What follows belongs to an exercise in optimizing a design on an open flow for small area, a short achievable clock period and few clock cycles; a production flow would make more cautious choices. Function was checked by simulation only, so behaviour that the tests miss may differ from the original.

## lane 1
// robo_math
module robo_math (
    input  wire        clk,
    input  wire        rst,           
    input  wire        cmd_valid,
    output wire        cmd_ready,
    input  wire [31:0] cmd_header,
    input  wire [31:0] cmd_arg0,
    input  wire [31:0] cmd_arg1,
    output wire        rsp_valid,
    input  wire        rsp_ready,
    output wire [7:0]  rsp_status,
    output wire [31:0] rsp_data0,
    output wire [31:0] rsp_data1
);
    localparam integer DSTEP = 2;               
    localparam integer DCYC  = 7;               
    localparam integer NDIG  = 2 * DSTEP * DCYC;    
    localparam [7:0] OP_DIV_CALC  = 8'h02;
    localparam [7:0] OP_TO_MONO   = 8'h30;
    localparam [7:0] OP_TO_FLOAT  = 8'h31;
    localparam [7:0] OP_GET_PEAK  = 8'h32;
    localparam [2:0] S_IDLE = 3'd0;
    localparam [2:0] S_FLT  = 3'd1;    
    localparam [2:0] S_MUL  = 3'd2;    
    localparam [2:0] S_DIV  = 3'd3;    
    localparam [2:0] S_RND  = 3'd4;    
    reg  [2:0]  state;
    reg         rsp_valid_r;
    reg         err_r;           
    reg         earg_r;          
    reg  [31:0] data0_r;
    reg  [31:0] data1_r;
    reg         s0_v;
    reg         s0_mono, s0_flt, s0_div, s0_err, s0_earg;
    reg  [1:0]  wsel_r;          
    reg  [58:0] rem_r;           
    reg  [55:0] den_r;           
    reg  [58:0] car_r;           
    reg  [7:0]  exp_r;           
    reg  [1:0]  sh_r;            
    reg         first_r;         
    reg  [3:0]  cnt_r;
    wire [2:0]  f_d;             
    wire [2:0]  fd_r = f_d;
    reg         fsign_r;
  ...
Size in the first run: roughly 5,400 cells after synthesis, ~280 flip-flops, roughly 170 I/O pins.
clock: 11.0 ns
lec_check: 0
cap_margin: 20
core_margin: 2
core_utilization: 40
place_density: 0.6
setup_slack_margin: 5
slew_margin: 20
tns_end_percent: 5
run.sh (not shown) runs the stock make flow with config.mk's settings and CLKGATE_MAP_FILE= SYNTH_SCRIPT=/design/flow/synth_recipe.tcl, a recipe that flattens the netlist after the stock synthesis.
Testbench counts of lane 1, summed over its fixed seeds: cycles 16,037.
Edits applied to the flow inputs when going from lane 1 to lane 2:
-- flow/design.v --
<<< lane 1, line 74
    wire [31:0] c_a0 = rem_r[31:0];
    wire [31:0] c_a1 = den_r[31:0];
    wire [32:0] lr_sum  = {c_a0[31], c_a0} + {c_a1[31], c_a1};
    wire [32:0] lr_adj  = lr_sum + {32'd0, lr_sum[32] & lr_sum[0]};
    wire [31:0] mono    = lr_adj[32:1];
>>> lane 2, line 74
    wire [31:0] c_a0 = rem_r[31:0];
    wire [31:0] c_a1 = den_r[31:0];
    wire [32:0] lr_sum  = mul_sum[32:0];    
    wire [32:0] lr_adj  = lr_sum + {32'd0, lr_sum[32] & lr_sum[0]};
    wire [31:0] mono    = lr_adj[32:1];
<<< lane 1, line 116
    wire [7:0]  f_exp0   = ((wsel_r == 2'd0) ? 8'd143 : (wsel_r == 2'd1) ? 8'd135 : 8'd127) - {3'd0, nrm_lz};
    reg         sign_r;
    wire [35:0] mul_sum  = {4'd0, den_r[55:24]} +
                           {4'd0, data0_r[0] ? data1_r : 32'd0} +
                           {3'd0, data0_r[1] ? {data1_r, 1'b0} : 33'd0} +
                           {2'd0, data0_r[2] ? {data1_r, 2'b0} : 34'd0} +
                           {1'd0, data0_r[3] ? {data1_r, 3'b0} : 35'd0};
    wire [55:0] mul_p    = {mul_sum, den_r[23:4]};
    wire        mul_last = (data0_r[23:4] == 20'd0);
    wire [55:0] mul_pn   = mul_p[55] ? mul_p : {mul_p[54:0], 1'b0};
    wire [1:0]  mul_sh   = {1'b0, ~mul_p[55]};
    wire [23:0] a_in = den_r[55:32];
    reg  [1:0]  a_t;
    integer ia;
    always @(*) begin
        a_t = 2'd0;
        for (ia = 0; ia < 24; ia = ia + 1)
            if (a_in[ia]) a_t = 2'd3 - ia[1:0];
    end
    wire [23:0] a_sh = a_in << a_t;
    wire [58:0] dx1 = {3'b000, den_r};
    wire [58:0] dx2 = {2'b00, den_r, 1'b0};
>>> lane 2, line 116
    wire [7:0]  f_exp0   = ((wsel_r == 2'd0) ? 8'd143 : (wsel_r == 2'd1) ? 8'd135 : 8'd127) - {3'd0, nrm_lz};
    reg         sign_r;
    reg         mul_on;           
    wire [33:0] mul_sum  = (mul_on ? {2'b00, den_r[55:24]} : {{2{c_a0[31]}}, c_a0}) +
                           (mul_on ? {2'b00, data0_r[0] ? data1_r : 32'd0} : {{2{c_a1[31]}}, c_a1}) +
                           {1'b0, (mul_on & data0_r[1]) ? {data1_r, 1'b0} : 33'd0};
    wire [55:0] mul_p    = {mul_sum, den_r[23:2]};
    wire        mul_last = (data0_r[23:2] == 22'd0);
    wire [55:0] mul_pn   = mul_p[55] ? mul_p : mul_p[54] ? {mul_p[54:0], 1'b0} : {mul_p[53:0], 2'b00};
    wire [1:0]  mul_sh   = mul_p[55] ? 2'd0 : mul_p[54] ? 2'd1 : 2'd2;
    wire [58:0] dx1 = {3'b000, den_r};
    wire [58:0] dx2 = {2'b00, den_r, 1'b0};
<<< lane 1, line 235
            rsp_valid_r <= 1'b0;
            s0_v        <= 1'b0;
        end else begin
            if (rsp_valid_r & rsp_ready)
>>> lane 2, line 225
            rsp_valid_r <= 1'b0;
            s0_v        <= 1'b0;
            mul_on      <= 1'b0;
        end else begin
            if (rsp_valid_r & rsp_ready)
<<< lane 1, line 254
                        end else if (s0_div) begin
                            if (out_free) begin
                                data0_r <= {8'd0, a_sh};
                                data1_r <= nrm_out;
                                rem_r   <= {27'd0, c_a1};
                                exp_r   <= 8'd126 + {3'd0, nrm_lz} + {6'd0, a_t};
                                den_r   <= 56'd0;
                                first_r <= 1'b1;
                                state   <= S_MUL;
                                s0_v    <= 1'b0;
>>> lane 2, line 245
                        end else if (s0_div) begin
                            if (out_free) begin
                                data0_r <= {8'd0, den_r[55:32]};
                                data1_r <= nrm_out;
                                rem_r   <= {27'd0, c_a1};
                                exp_r   <= 8'd126 + {3'd0, nrm_lz};
                                den_r   <= 56'd0;
                                first_r <= 1'b1;
                                mul_on  <= 1'b1;
                                state   <= S_MUL;
                                s0_v    <= 1'b0;
<<< lane 1, line 296
                S_MUL: begin
                    den_r   <= mul_p;
                    data0_r <= {4'd0, data0_r[31:4]};
                    first_r <= 1'b0;
                    if (first_r)
                        rem_r <= {5'd0, nrm_out, 22'd0};    
                    exp_r <= exp_r - 8'd4 - (first_r ? {3'd0, nrm_lz} : 8'd0);
                    if (mul_last) begin
                        sh_r    <= mul_sh;
>>> lane 2, line 288
                S_MUL: begin
                    den_r   <= mul_p;
                    data0_r <= {2'b00, data0_r[31:2]};
                    first_r <= 1'b0;
                    if (first_r)
                        rem_r <= {5'd0, nrm_out, 22'd0};    
                    exp_r <= exp_r - 8'd2 - (first_r ? {3'd0, nrm_lz} : 8'd0);
                    if (mul_last) begin
                        sh_r    <= mul_sh;
<<< lane 1, line 308
                        data1_r <= 32'hFFFFFFFF;
                        cnt_r   <= DCYC - 1;
                        state   <= S_DIV;
                    end
>>> lane 2, line 300
                        data1_r <= 32'hFFFFFFFF;
                        cnt_r   <= DCYC - 1;
                        mul_on  <= 1'b0;
                        state   <= S_DIV;
                    end
[summary]
- Between lane 1 and lane 2, the initial standard-cell utilization of the core figures differ only marginally.
- Number of synthesized register bits sits higher in lane 2 than in lane 1.
- Per the comparison of lane 2 with lane 1, wire length higher; share of the core filled with cells higher.
- Against lane 1, lane 2 comes in 1.1 points higher on sequential share of the synthesized area.
- Lane 2 — cell count after synthesis about 2.7% lower, lane 1 as reference
- In the metrics for lane 2 and lane 1, the one carrying the higher design area is lane 1.
- Going from lane 1 to lane 2, the worst hold slack after final layout was found to have gone up by 0.17 ns.
- The total clock buffers created by CTS in lane 2 sits 1 above the value recorded for lane 1.
- In lane 2 relative to lane 1, buffers inserted during post-CTS setup optimization had gone up by more than a quarter.
Testbench counts of lane 2, summed over its fixed seeds: cycles 17,316.

## re-timing with driven ports
How much do the figures lean on ideal ports? The routed layouts below were timed once more, with nothing changed but the port constraints. Step 1 assumes that a clkbuf_16 drives the clock port and a buf_2 every other input. Step 2 also shifts input and output timing later by t, the mid clock arrival at the registers, as if the neighbouring blocks saw the same clock. a / b / c = ideal / step 1 / step 2; a / b = the first two.
| run | t, ns | setup WS [ns] | worst register clock-pin slew, ns | pins driven straight from the clock port |
|---|---|---|---|---|
| lane 1 | 0.664 | 4.492 / 4.536 / 3.872 | 0.07 / 0.07 | 1 |
| lane 2 | 0.691 | 4.560 / 4.560 / 4.047 | 0.08 / 0.08 | 1 |
After both steps setup and hold are still met in every run listed. The setup slack of lane 1, which loses most, moves by +0.044 ns with the drivers and by -0.620 ns with both steps.
